Source: an optimization exercise on an open RTL-to-GDS flow (aim: small area, a short achievable clock period and few clock cycles per item). Production flows keep margins and buffers that such runs may drop.
In this exercise RTL edits were held to simulation tests only and were not proved equivalent to the original.
Power is estimated from default activity; no workload was simulated.

===== flow/design.v =====
module mdlp_core (
    input  wire        clk,
    input  wire        rst,
    input  wire        cfg_we,
    input  wire [3:0]  cfg_addr,
    input  wire [31:0] cfg_wdata,
    input  wire        in_valid,
    output reg         in_ready,
    input  wire [31:0] in_x,
    input  wire [31:0] in_acc0,
    input  wire [31:0] in_acc1,
    output reg         out_valid,
    output reg  [31:0] out_tap0,
    output reg  [31:0] out_tap1,
    output reg  [31:0] out_acc0,
    output reg  [31:0] out_acc1,
    output wire [11:0] rb0_raddr,
    input  wire [31:0] rb0_rdata,
    output wire        rb0_we,
    output wire [11:0] rb0_waddr,
    output wire [31:0] rb0_wdata,
    output wire [11:0] rb1_raddr,
    input  wire [31:0] rb1_rdata,
    output wire        rb1_we,
    output wire [11:0] rb1_waddr,
    output wire [31:0] rb1_wdata
);
    localparam signed [31:0] THRESH_Q = 32'sd168;
    localparam [25:0] ONE = 26'd16777216;
    function [31:0] qadd;
        input [31:0] a;
        input [31:0] b;
        reg [31:0] s;
        begin
            s = a + b;
            if ((a[31] == b[31]) && (s[31] != a[31]))
                qadd = a[31] ? 32'h80000000 : 32'h7fffffff;
            else
                qadd = s;
        end
    endfunction
    function [31:0] fixsat;
        input [63:0] p;
        begin
            if (!p[63])
                fixsat = (p[63:55] != 9'd0) ? 32'h7fffffff : p[55:24];
            else
                fixsat = (p[63:55] != 9'h1ff) ? 32'h80000000 : (p[55:24] + {31'd0, |p[23:0]});
        end
    endfunction
    function [11:0] capmask;
        input [3:0] cl;
        begin
            capmask = (cl >= 4'd12) ? 12'hfff : ((12'd1 << cl) - 12'd1);
        end
    endfunction
    function [43:0] sintab;
        input [5:0] j;
        begin
            case (j)
                6'd0: sintab = {19'd411733, 25'd0};
                6'd1: sintab = {19'd411486, 25'd411733};
                6'd2: sintab = {19'd410990, 25'd823219};
                6'd3: sintab = {19'd410246, 25'd1234209};
                6'd4: sintab = {19'd409255, 25'd1644455};
                6'd5: sintab = {19'd408019, 25'd2053710};
                6'd6: sintab = {19'd406536, 25'd2461729};
                6'd7: sintab = {19'd404807, 25'd2868265};
                6'd8: sintab = {19'd402837, 25'd3273072};
                6'd9: sintab = {19'd400622, 25'd3675909};
                6'd10: sintab = {19'd398167, 25'd4076531};
                6'd11: sintab = {19'd395471, 25'd4474698};
                6'd12: sintab = {19'd392537, 25'd4870169};
                6'd13: sintab = {19'd389368, 25'd5262706};
                6'd14: sintab = {19'd385963, 25'd5652074};
                6'd15: sintab = {19'd382326, 25'd6038037};
                6'd16: sintab = {19'd378458, 25'd6420363};
                6'd17: sintab = {19'd374363, 25'd6798821};
                6'd18: sintab = {19'd370042, 25'd7173184};
                6'd19: sintab = {19'd365499, 25'd7543226};
                6'd20: sintab = {19'd360734, 25'd7908725};
                6'd21: sintab = {19'd355754, 25'd8269459};
                6'd22: sintab = {19'd350558, 25'd8625213};
                6'd23: sintab = {19'd345151, 25'd8975771};
                6'd24: sintab = {19'd339536, 25'd9320922};
                6'd25: sintab = {19'd333718, 25'd9660458};
                6'd26: sintab = {19'd327697, 25'd9994176};
                6'd27: sintab = {19'd321480, 25'd10321873};
                6'd28: sintab = {19'd315069, 25'd10643353};
                6'd29: sintab = {19'd308468, 25'd10958422};
                6'd30: sintab = {19'd301681, 25'd11266890};
                6'd31: sintab = {19'd294712, 25'd11568571};
                6'd32: sintab = {19'd287567, 25'd11863283};
                6'd33: sintab = {19'd280247, 25'd12150850};
                6'd34: sintab = {19'd272759, 25'd12431097};
                6'd35: sintab = {19'd265107, 25'd12703856};
                6'd36: sintab = {19'd257295, 25'd12968963};
                6'd37: sintab = {19'd249328, 25'd13226258};
                6'd38: sintab = {19'd241211, 25'd13475586};
                6'd39: sintab = {19'd232948, 25'd13716797};
                6'd40: sintab = {19'd224546, 25'd13949745};
                6'd41: sintab = {19'd216007, 25'd14174291};
                6'd42: sintab = {19'd207339, 25'd14390298};
                6'd43: sintab = {19'd198547, 25'd14597637};
                6'd44: sintab = {19'd189633, 25'd14796184};
                6'd45: sintab = {19'd180607, 25'd14985817};
                6'd46: sintab = {19'd171471, 25'd15166424};
                6'd47: sintab = {19'd162231, 25'd15337895};
                6'd48: sintab = {19'd152896, 25'd15500126};
                6'd49: sintab = {19'd143466, 25'd15653022};
                6'd50: sintab = {19'd133951, 25'd15796488};
                6'd51: sintab = {19'd124356, 25'd15930439};
                6'd52: sintab = {19'd114684, 25'd16054795};
                6'd53: sintab = {19'd104945, 25'd16169479};
                6'd54: sintab = {19'd95141, 25'd16274424};
                6'd55: sintab = {19'd85281, 25'd16369565};
                6'd56: sintab = {19'd75370, 25'd16454846};
                6'd57: sintab = {19'd65412, 25'd16530216};
                6'd58: sintab = {19'd55416, 25'd16595628};
                6'd59: sintab = {19'd45385, 25'd16651044};
                6'd60: sintab = {19'd35328, 25'd16696429};
                6'd61: sintab = {19'd25250, 25'd16731757};
                6'd62: sintab = {19'd15156, 25'd16757007};
                6'd63: sintab = {19'd5053, 25'd16772163};
                default: sintab = 44'd0;
            endcase
        end
    endfunction
    reg rst_r;
    always @(posedge clk) rst_r <= rst;
    wire rst_c = rst | rst_r;
    reg        cw_v;
    reg [3:0]  cw_a;
    reg [31:0] cw_d;
    always @(posedge clk) begin
        cw_v <= cfg_we & ~rst;
        cw_a <= cfg_addr;
        cw_d <= cfg_wdata;
    end
    reg [23:0] lfo_range;
    reg [65:0] lfo_scale;
    reg [31:0] lfo_disp;
    reg        e_wave;
    reg [24:0] e_depth;
    reg [15:0] delay;
    reg [31:0] e_fb;
    reg [3:0]  cap_log;
    reg [31:0] g00, g01, g10, g11;
    always @(posedge clk) begin
        if (rst_r) begin
            lfo_range <= 24'd1;
            lfo_scale <= 66'd0;
            lfo_disp  <= 32'd0;
            e_wave    <= 1'b1;
            e_depth   <= 25'd0;
            delay     <= 16'd0;
            e_fb      <= 32'd0;
            cap_log   <= 4'd0;
            g00 <= 32'd0; g01 <= 32'd0; g10 <= 32'd0; g11 <= 32'd0;
        end else if (cw_v) begin
            case (cw_a)
                4'd1:  lfo_range        <= cw_d[23:0];
                4'd2:  lfo_scale[31:0]  <= cw_d;
                4'd3:  lfo_scale[63:32] <= cw_d;
                4'd4:  lfo_scale[65:64] <= cw_d[1:0];
                4'd5:  lfo_disp         <= cw_d;
                4'd6:  e_wave           <= cw_d[0];
                4'd7:  e_depth          <= cw_d[24:0];
                4'd8:  delay            <= cw_d[15:0];
                4'd9:  e_fb             <= cw_d;
                4'd10: cap_log          <= cw_d[3:0];
                4'd11: g00              <= cw_d;
                4'd12: g01              <= cw_d;
                4'd13: g10              <= cw_d;
                4'd14: g11              <= cw_d;
                default: ;
            endcase
        end
    end
    wire [11:0] cmask = capmask(cap_log);
    wire cw_p = cw_v & (cw_a <= 4'd5);
    wire cw_b = cw_v & ((cw_a == 4'd6) | (cw_a == 4'd7) | (cw_a == 4'd8));
    wire cw_k = cw_v & ((cw_a == 4'd7) | (cw_a == 4'd8));
    wire cw_c = cw_v & (cw_a == 4'd10);
    wire cfg_lfo_in = cfg_we & (cfg_addr <= 4'd8 || cfg_addr == 4'd10);
    reg [40:0] kmul;
    reg [40:0] kd;
    reg [15:0] kdl;
    reg        kbusy;
    wire [24:0] k_new_depth = (cw_a == 4'd7) ? cw_d[24:0] : e_depth;
    wire [15:0] k_new_delay = (cw_a == 4'd8) ? cw_d[15:0] : delay;
    always @(posedge clk) begin
        if (rst_c) begin
            kbusy <= 1'b0;
        end else if (cw_k) begin
            kbusy <= (k_new_delay != 16'd0);
        end else if (kbusy) begin
            if (kdl[15:2] == 14'd0) kbusy <= 1'b0;
        end
        if (rst_r) begin
            kmul <= 41'd0;
        end else if (cw_k) begin
            kmul <= 41'd0;
            kd   <= {16'd0, k_new_depth};
            kdl  <= k_new_delay;
        end else if (kbusy) begin
            kmul <= kmul + (kdl[0] ? kd : 41'd0) + (kdl[1] ? {kd[39:0], 1'b0} : 41'd0);
            kd   <= {kd[38:0], 2'b00};
            kdl  <= {2'b00, kdl[15:2]};
        end
    end
    reg fv2, fv3, fv4, fv5;
    reg v1;                                   
    wire pop = v1;
    wire any_ent = fv2 | fv3 | fv4 | fv5;
    wire flush = cw_p | (cw_b & any_ent) | (cw_c & (fv4 | fv5));
    wire en5 = pop | (~fv5 & ~cw_c);
    wire en4 = (~fv4 | en5) & ~cw_c;          
    wire en3 = ~fv3 | (en4 & ~kbusy);         
    wire en2 = ~fv2 | en3;
    localparam [2:0] I_DONE = 3'd0, I_START = 3'd1, I_DIV = 3'd2, I_P1 = 3'd3, I_MUL = 3'd4;
    reg [2:0]  ist;
    reg [5:0]  dcnt;
    reg [31:0] cur;
    reg [23:0] p0, p1;
    reg [65:0] P0, P1;
    reg [23:0] m0, m1;         
    reg [65:0] S;              
    wire init_done = (ist == I_DONE);
    wire prod = en2 & init_done & ~cw_p & ~cw_b & ~flush;
    wire [2:0] nent3 = {2'b0, fv2} + {2'b0, fv3} + {2'b0, fv4} + {2'b0, fv5};
    wire        cur_small = (cur[31:24] == 8'd0) && (cur[23:0] < lfo_range);
    wire [23:0] ph0_src   = (ist == I_START) ? cur[23:0] : m0;
    wire signed [33:0] ph1_s = $signed({10'd0, ph0_src}) + $signed({{2{lfo_disp[31]}}, lfo_disp});
    wire signed [33:0] ph1_a = ph1_s + $signed({10'd0, lfo_range});
    wire signed [33:0] ph1_b = ph1_s - $signed({10'd0, lfo_range});
    wire [23:0] ph1 = ph1_s[33] ? ph1_a[23:0] :
                      (ph1_b[33] ? ph1_s[23:0] : ph1_b[23:0]);
    wire [24:0] dv_trial = {m0, S[31]};
    wire [25:0] dv_diff  = {1'b0, dv_trial} - {2'b0, lfo_range};
    wire [23:0] dv_next  = dv_diff[25] ? dv_trial[23:0] : dv_diff[23:0];
    wire        mul_mode = (ist == I_MUL);
    wire [65:0] a0_A = mul_mode ? (m0[0] ? S : 66'd0) : lfo_scale;
    wire [65:0] a0_B = (mul_mode & m0[1]) ? {S[64:0], 1'b0} : 66'd0;
    wire [65:0] a1_A = mul_mode ? (m1[0] ? S : 66'd0) : lfo_scale;
    wire [65:0] a1_B = (mul_mode & m1[1]) ? {S[64:0], 1'b0} : 66'd0;
    wire [65:0] P0_sum = P0 + a0_A + a0_B;
    wire [65:0] P1_sum = P1 + a1_A + a1_B;
    wire [23:0] p0_inc = p0 + 24'd1;
    wire [23:0] p1_inc = p1 + 24'd1;
    wire        p0_wr  = (p0_inc == lfo_range);
    wire        p1_wr  = (p1_inc == lfo_range);
    wire        cur_wr = (cur == 32'hffffffff);
    always @(posedge clk) begin
        if (rst_c) begin
            ist  <= I_START;
        end else if (flush) begin
            ist  <= I_START;
        end else begin
            case (ist)
                I_START: ist <= cur_small ? ((cur[23:0] == 24'd0 && ph1 == 24'd0) ? I_DONE : I_MUL) : I_DIV;
                I_DIV:   if (dcnt == 6'd1) ist <= I_P1;
                I_P1:    ist <= (m0 == 24'd0 && ph1 == 24'd0) ? I_DONE : I_MUL;
                I_MUL:   if (m0[23:2] == 22'd0 && m1[23:2] == 22'd0) ist <= I_DONE;
                default: if (prod && cur_wr) ist <= I_START;
            endcase
        end
        if (rst_r) begin
            cur <= 32'd0;
        end else if (cw_v && cw_a == 4'd0) begin
            cur <= cw_d;
        end else if (flush) begin
            cur <= cur - {29'd0, nent3};
        end else if (prod) begin
            cur <= cur + 32'd1;
        end
        case (ist)
            I_START, I_P1: begin
                if (ist == I_START && !cur_small) begin
                    m0   <= 24'd0;
                    S    <= {34'd0, cur};
                    dcnt <= 6'd32;
                end else begin
                    p0 <= ph0_src;
                    p1 <= ph1;
                    m0 <= ph0_src;
                    m1 <= ph1;
                    S  <= lfo_scale;
                    P0 <= 66'd0;
                    P1 <= 66'd0;
                end
            end
            I_DIV: begin
                m0   <= dv_next;
                S    <= {S[64:0], 1'b0};
                dcnt <= dcnt - 6'd1;
            end
            I_MUL: begin
                P0 <= P0_sum;
                P1 <= P1_sum;
                m0 <= {2'b00, m0[23:2]};
                m1 <= {2'b00, m1[23:2]};
                S  <= {S[63:0], 2'b00};
            end
            default: begin
                if (prod) begin
                    p0 <= (p0_wr | cur_wr) ? 24'd0 : p0_inc;
                    P0 <= (p0_wr | cur_wr) ? 66'd0 : P0_sum;
                    p1 <= p1_wr ? 24'd0 : p1_inc;
                    P1 <= p1_wr ? 66'd0 : P1_sum;
                end
            end
        endcase
    end
    function [79:0] wave_front;         
        input [33:0] t;
        input        is_tri;
        reg   [35:0] tdiff;
        reg   [35:0] tabs;
        reg   [33:0] vtri;
        reg   [32:0] u;
        reg   [43:0] tb;
        reg   [24:0] lo;
        reg   [18:0] dl;
        reg   [25:0] bs;
        begin
            tdiff = {2'b00, 34'h200000000} - {2'b00, t};
            tabs  = tdiff[35] ? (36'd0 - tdiff) : tdiff;
            vtri  = 34'h200000000 - tabs[33:0];
            u     = t[32] ? (33'h100000000 - {1'b0, t[31:0]}) : {1'b0, t[31:0]};
            tb    = sintab(u[31:26]);
            lo    = u[32] ? 25'd16777216 : tb[24:0];
            dl    = u[32] ? 19'd0 : tb[43:25];
            bs    = t[33] ? (ONE - {1'b0, lo}) : (ONE + {1'b0, lo});
            if (is_tri)
                wave_front = {vtri, 19'd0, u[25:0], 1'b0};
            else
                wave_front = {bs, 8'd0, dl, u[25:0], t[33]};
        end
    endfunction
    reg [33:0] l2_base0, l2_base1;
    reg [18:0] l2_dlt0, l2_dlt1;
    reg [25:0] l2_r0, l2_r1;
    reg        l2_neg0, l2_neg1;
    reg [11:0] l2_c;
    always @(posedge clk) begin
        if (en2) begin
            {l2_base0, l2_dlt0, l2_r0, l2_neg0} <= wave_front(P0[65:32], e_wave);
            {l2_base1, l2_dlt1, l2_r1, l2_neg1} <= wave_front(P1[65:32], e_wave);
            l2_c <= cur[11:0];
        end
    end
    wire [44:0] ip0 = l2_dlt0 * l2_r0;
    wire [44:0] ip1 = l2_dlt1 * l2_r1;
    wire [33:0] iv0 = {7'd0, ip0[44:26], 8'd0};
    wire [33:0] iv1 = {7'd0, ip1[44:26], 8'd0};
    reg [33:0] l3_v0, l3_v1;
    reg [11:0] l3_cd;           
    always @(posedge clk) begin
        if (en3) begin
            l3_v0 <= l2_neg0 ? (l2_base0 - iv0) : (l2_base0 + iv0);
            l3_v1 <= l2_neg1 ? (l2_base1 - iv1) : (l2_base1 + iv1);
            l3_cd <= l2_c - delay[11:0];
        end
    end
    wire [67:0] ok0 = l3_v0 * kmul + (68'd1 << 55);
    wire [67:0] ok1 = l3_v1 * kmul + (68'd1 << 55);
    wire [11:0] d0  = ok0[67:56] + delay[11:0];
    wire [11:0] d1  = ok1[67:56] + delay[11:0];
    wire [11:0] l4n_ra0 = (l3_cd - ok0[67:56]) & cmask;
    wire [11:0] l4n_ra1 = (l3_cd - ok1[67:56]) & cmask;
    wire        l4n_h   = (((d0 - 12'd1) & cmask) == 12'd0) | (((d1 - 12'd1) & cmask) == 12'd0);
    reg [11:0] l4_ra0, l4_ra1, l4_wa;
    reg        l4_h;
    always @(posedge clk) begin
        if (en4) begin
            l4_ra0 <= l4n_ra0;
            l4_ra1 <= l4n_ra1;
            l4_wa  <= (l3_cd + delay[11:0]) & cmask;
            l4_h   <= l4n_h;
        end
    end
    reg [11:0] l5_ra0, l5_ra1, l5_wa;
    reg        l5_h;
    always @(posedge clk) begin
        if (en5) begin
            l5_ra0 <= l4_ra0;
            l5_ra1 <= l4_ra1;
            l5_wa  <= l4_wa;
            l5_h   <= l4_h;
        end
    end
    assign rb0_raddr = l5_ra0;
    assign rb1_raddr = l5_ra1;
    wire fv2n = flush ? 1'b0 : (en2 ? prod : fv2);
    wire fv3n = flush ? 1'b0 : (en3 ? fv2 : fv3);
    wire fv4n = flush ? 1'b0 : (en4 ? (fv3 & ~kbusy) : fv4);
    wire fv5n = flush ? 1'b0 : (en5 ? fv4 : fv5);
    wire h4n  = en4 ? l4n_h : l4_h;
    always @(posedge clk) begin
        if (rst_c) begin
            fv2 <= 1'b0; fv3 <= 1'b0; fv4 <= 1'b0; fv5 <= 1'b0;
        end else begin
            fv2 <= fv2n; fv3 <= fv3n; fv4 <= fv4n; fv5 <= fv5n;
        end
    end
    wire acc   = in_valid & in_ready;
    wire rdy_n = acc ? (fv4n & ~h4n) : fv5n;
    always @(posedge clk) begin
        if (rst_c) begin
            in_ready <= 1'b0;
            v1       <= 1'b0;
        end else begin
            in_ready <= rdy_n & ~cfg_lfo_in;
            v1       <= acc;
        end
    end
    reg [31:0] x1, a01, a11;
    always @(posedge clk) begin
        x1  <= in_x;
        a01 <= in_acc0;
        a11 <= in_acc1;
    end
    reg        v2;
    reg [31:0] x2, a02, a12;
    reg [11:0] ra0_2, ra1_2, wa_2;
    always @(posedge clk) begin
        v2    <= rst_c ? 1'b0 : v1;
        x2    <= x1;
        a02   <= a01;
        a12   <= a11;
        ra0_2 <= l5_ra0;
        ra1_2 <= l5_ra1;
        wa_2  <= l5_wa;
    end
    reg        v4, vw, vw1;
    reg [11:0] wa_4, wa_w, wa_w1;
    reg [31:0] wd0_w, wd1_w, wd0_w1, wd1_w1, wd0_w2, wd1_w2;
    wire [2:0] fs0_n = {v4 & (wa_4 == ra0_2), vw & (wa_w == ra0_2), vw1 & (wa_w1 == ra0_2)};
    wire [2:0] fs1_n = {v4 & (wa_4 == ra1_2), vw & (wa_w == ra1_2), vw1 & (wa_w1 == ra1_2)};
    reg        v3;
    reg [31:0] x3, a03, a13, rd0, rd1;
    reg [11:0] wa_3;
    reg [2:0]  fs0, fs1;
    always @(posedge clk) begin
        v3   <= rst_c ? 1'b0 : v2;
        x3   <= x2;
        a03  <= a02;
        a13  <= a12;
        rd0  <= rb0_rdata;
        rd1  <= rb1_rdata;
        wa_3 <= wa_2;
        fs0  <= fs0_n;
        fs1  <= fs1_n;
    end
    wire [31:0] o0 = fs0[2] ? wd0_w : fs0[1] ? wd0_w1 : fs0[0] ? wd0_w2 : rd0;
    wire [31:0] o1 = fs1[2] ? wd1_w : fs1[1] ? wd1_w1 : fs1[0] ? wd1_w2 : rd1;
    wire [31:0] s0 = qadd(o0, x3);
    wire [31:0] s1 = qadd(o1, x3);
    wire signed [63:0] pw0  = $signed(s0) * $signed(e_fb);
    wire signed [63:0] pw1  = $signed(s1) * $signed(e_fb);
    wire signed [63:0] pm00 = $signed(o0) * $signed(g00);
    wire signed [63:0] pm01 = $signed(o0) * $signed(g01);
    wire signed [63:0] pm10 = $signed(o1) * $signed(g10);
    wire signed [63:0] pm11 = $signed(o1) * $signed(g11);
    function [34:0] pack;
        input [63:0] p;
        begin
            pack = {p[63], (p[63:55] != {9{p[63]}}), p[55:24], |p[23:0]};
        end
    endfunction
    function [31:0] unpack;
        input [34:0] k;
        begin
            if (k[33])
                unpack = k[34] ? 32'h80000000 : 32'h7fffffff;
            else
                unpack = k[32:1] + {31'd0, k[34] & k[0]};
        end
    endfunction
    reg [34:0] kw0, kw1, k00, k01, k10, k11;
    reg [31:0] o0_4, o1_4, a04, a14;
    always @(posedge clk) begin
        v4   <= rst_c ? 1'b0 : v3;
        kw0  <= pack(pw0);
        kw1  <= pack(pw1);
        k00  <= pack(pm00);
        k01  <= pack(pm01);
        k10  <= pack(pm10);
        k11  <= pack(pm11);
        o0_4 <= o0;
        o1_4 <= o1;
        a04  <= a03;
        a14  <= a13;
        wa_4 <= wa_3;
    end
    wire on00 = ($signed(g00) > THRESH_Q);
    wire on01 = ($signed(g01) > THRESH_Q);
    wire on10 = ($signed(g10) > THRESH_Q);
    wire on11 = ($signed(g11) > THRESH_Q);
    wire [31:0] m00 = on00 ? unpack(k00) : 32'd0;
    wire [31:0] m01 = on01 ? unpack(k01) : 32'd0;
    wire [31:0] m10 = on10 ? unpack(k10) : 32'd0;
    wire [31:0] m11 = on11 ? unpack(k11) : 32'd0;
    wire [31:0] acc0_n = qadd(qadd(a04, m00), m10);
    wire [31:0] acc1_n = qadd(qadd(a14, m01), m11);
    always @(posedge clk) begin
        vw     <= rst_c ? 1'b0 : v4;
        vw1    <= rst_c ? 1'b0 : vw;
        wa_w   <= wa_4;
        wa_w1  <= wa_w;
        wd0_w  <= unpack(kw0);
        wd1_w  <= unpack(kw1);
        wd0_w1 <= wd0_w;
        wd1_w1 <= wd1_w;
        wd0_w2 <= wd0_w1;
        wd1_w2 <= wd1_w1;
        out_valid <= rst_c ? 1'b0 : v4;
        out_tap0  <= o0_4;
        out_tap1  <= o1_4;
        out_acc0  <= acc0_n;
        out_acc1  <= acc1_n;
    end
    assign rb0_we    = vw;
    assign rb1_we    = vw;
    assign rb0_waddr = wa_w;
    assign rb1_waddr = wa_w;
    assign rb0_wdata = wd0_w;
    assign rb1_wdata = wd1_w;
endmodule

===== flow/run.sh =====
#!/bin/bash
# synth_recipe.tcl (not shown) runs the flow's synth.tcl, then flattens the netlist and writes it again
# the make line also repeats each setting of config.mk as NAME=value (left out here)
make -C /OpenROAD-flow-scripts/flow DESIGN_CONFIG=/design/flow/config.mk WORK_HOME=/design/flow/orfs CLKGATE_MAP_FILE= SYNTH_SCRIPT=/design/flow/synth_recipe.tcl finish

===== flow/config.mk =====
export PLATFORM = sky130hd
export DESIGN_NAME = mdlp_core
export DESIGN_NICKNAME = mdlp_core
export VERILOG_FILES = /design/flow/design.v
export SDC_FILE = /design/flow/constraint.sdc
export NUM_CORES = 4
export LEC_CHECK = 0
export CAP_MARGIN = 20
export CORE_MARGIN = 2
export CORE_UTILIZATION = 35
export PLACE_DENSITY = 0.45
export SLEW_MARGIN = 20

===== flow/constraint.sdc =====
create_clock -name core_clock -period 25.0 [get_ports {clk}]
set_input_delay 5.0000 -clock core_clock [delete_from_list [all_inputs] [get_ports {clk}]]
set_output_delay 5.0000 -clock core_clock [all_outputs]
set_load 0.01 [all_outputs]

==> impl_results.md <==
* Worst-Skew Late Latency at 1130 ps
* Fillers at 131000
* Floorplan row count at 416
* Syn-to-layout area delta at 8.07%
* Pin count of the biggest net entering global routing at 126
* Tcrit/Tclk final at 0.701
* Slew HR at 0.183
* Storage element area at 0.0518 sq mm
* Root Buffer: clkbuf_16
* Post-CTS Hold Buffers at 0
* Setup Buffers After CTS at 0
* First-pass DRT Iterations at 8
* Vias in the first global route at 370000
* Die height at 1140 um
* Largest cells by area after synthesis: fa_1, inv_1, ha_1
* Setup TNS at 0 ps
* Die ar. at 1.29 sq mm
* Crit path time final at 17520 ps
* TritonCTS buffer count at 310
* Multi-input gate area in the final layout at 0.348 sq mm
* WS Path Type: register to register
* Post-DRT Antenna Nets at 0
* Initial antenna violation count at 173
* Via count at 339000
* Unique masters post-synth at 107
* WP data required at 25890 ps
* H-tree Lvls at 5
* Layout cells sized above 1 at 0.0394
* Syn Nets at 62900
* Layout Nets at 61800
* Post-synth top cells: inv_1, fa_1, nand2_1, and2_1, ha_1
* Synthesized cell area at 0.449 sq mm
* CP startpoint kind: register
* CTS sink count at 2236
* Synth top area share at 0.444
* Most repeated library cell on the critical path: fa_1
* Cell Pwr Density at 50.3 mW/mm^2
* Leakage at 222 nW
* CTS max path bufs at 5
* Fmax at 57.1 MHz
* Slew Limit Fails at 0
* DRT Wirelength at 1680000 um
* Warnings, synthesis at 1
* Status: complete, no violations
* Global-route wire length before repair at 2500000 um
* Starting Density at 0.351
* PortBufs at 443
* Asr flop ratio synth at 0
* Wire length per cell at 25.0 um
* DR vias/cell at 5.06
* CP Capture Type: register
* IR drop worst, VDD at 0.000183 V
* Gate count after technology mapping at 50200
* Clock Skew at 131 ps
* Final Hold Viols at 0
* Slew of the pin with the lowest slew margin at 1220 ps
* Initial DRC count at 22100
* Finish-stage setup viols at 0
* CP Max Fanout at 37
* Die Wd at 1140 um
* Worst-path clk slew at 60 ps
* Seq/Total Area, Yosys at 0.115
* Mean area per synthesized cell at 8.96 sq um
* Ports at 444
* GR Overflow Total at 0
* CTS tree: done
* Pre-CTS setup slack at 7640 ps
* HP Class: register to register
* Seq cells post-synth at 2236
* Slowest CP cell: a211oi_1
* Post-CTS sizing at 0
* Post-synth EDFFs at 681
* Count leader, synth: inv_1
* Number of max-cap violations at 0
* Post-DP HPWL at 1300000 um
* RSZ-0062 raised after global routing: false
* Largest area contributor in the netlist: fa_1
* Fin worst setup slack at 7480 ps
* Ys flop type: dfxtp_1
* Critical Path AT at 18410 ps
* DRC errors left at 0
* Core Area at 1.28 sq mm
* All-Layer GR Usage at 0.261
* Routability cong. at 0.919
* Crit path largest cell delay at 890 ps
## through the flow
stage          cell area [sq um]  power, mW  utilization  hold WS, ps  std cells
6_report                  486000       24.4        0.379          227      67000
5_1_grt                   485000       25.8        0.379          245      66900
4_1_cts                   484000       24.5        0.378          241      66400
3_5_place_dp              474000       19.6        0.370          312      65900
3_3_place_gp              473000       19.6        0.369          311      65900
2_1_floorplan             449000       13.2            -          310      50200
## cells by family after synthesis
| group | Yosys count | share of synthesized area |
|---|---|---|
| AND/OR/NAND/NOR | 15500 | 0.156 |
| buffers and inverters | 13600 | 0.114 |
| adder cells (fa/ha/maj) | 12600 | 0.516 |
| AO/OA/AOI/OAI | 4603 | 0.0655 |
| flip-flops | 2236 | 0.115 |
| XOR/XNOR | 1580 | 0.0308 |
| multiplexers | 113 | 0.00258 |
## metal layers
| layer | global-route usage | up-vias | part of all wire | wire (um) |
|---|---|---|---|---|
| met5 | 0 | - | 0.000023 | 38 |
| met4 | 0.122 | 6 | 0.055 | 92000 |
| met3 | 0.0279 | 2252 | 0.049 | 82300 |
| met2 | 0.444 | 9852 | 0.48 | 811000 |
| met1 | 0.335 | 178000 | 0.41 | 690000 |
| li1 | - | 148000 | - | - |
## path summary, 6_finish.rpt
check             cells past startpoint            from               to  slack [ps]
setup / recovery                     57  fs0[2]$_DFF_P_  kw0[33]$_DFF_P_        7480
hold / removal                        0  x1[14]$_DFF_P_   x2[14]$_DFF_P_         230
setup reg to reg                     57  fs0[2]$_DFF_P_  kw0[33]$_DFF_P_        7480
hold reg to reg                       0  x1[14]$_DFF_P_   x2[14]$_DFF_P_         230
## where the power goes
| part | switching [mW] | internal (mW) | total [mW] |
|---|---|---|---|
| sequential | 0.766 | 4.74 | 5.50 |
| combinational | 10.0 | 4.12 | 14.2 |
| clock | 2.04 | 2.72 | 4.76 |
| total | 12.9 | 11.6 | 24.4 |
## critical path, delay by kind of cell, from the launching register on
family / cells / cell delay [ps]
compound gates: 25 / 6090
fa+ha+maj: 11 / 5170
simple gates: 12 / 3530
buf+inv: 8 / 1650
flops: 1 / 680
xor+xnor: 1 / 190
## area by class of cell
cell class	instances	area share
Clock inverter	160	0.00380
Sequential cell	2236	0.107
Antenna cell	544	0.00280
Multi-Input combinational cell	34400	0.717
Timing Repair Buffer	1370	0.0240
Tap cell	17100	0.0442
Clock buffer	401	0.0178
Inverter	10800	0.0833
## sequential cells by signal (all words and copies together), names as in the netlist, 35 cells and up
name       cells
lfo_scale     66
kd            41
k00           35
k10           35
P1            66
kw0           35
S             66
k11           35
k01           35
kmul          41
kw1           35
P0            66
## layout by cell type (no fill, tap or decap), types with 457 or more instances in the layout
cell,n
a21o_1,460
dfxtp_1,1433
nor2_1,1726
edfxtp_1,681
o21ai_0,790
ha_1,2611
xnor2_1,1037
diode_2,544
buf_4,905
and2_1,2865
xor2_1,521
inv_1,10800
fa_1,9953
a21oi_1,1522
nand3_1,457
nand2_1,8632
Testbench counts, summed over its fixed seeds: cycles 2,233, items 2,048.

## what the ideal ports hide
In the flow no input, the clock included, has a driving cell. The finished layout below was timed again as built, in two steps.
Step 1: set_driving_cell puts a clkbuf_16 on clk and a buf_2 on each other input, an assumption about the parent block.
Step 2 also shifts input and output timing later by t, the mid clock arrival at the registers, as if the neighbouring blocks saw the same clock.
a / b / c = no drivers / after step 1 / after step 2; a / b = the first two.
t, ns: 1.228
slack for setup (ns): 7.480 / 7.480 / 7.480
hold slack, ns: 0.227 / 0.227 / 0.227
worst data-port slew with drivers (ns): 0.27
After both steps setup and hold are still met in this run. The setup slack of this run moves by 0.000 ns with the drivers and by 0.000 ns with both steps.
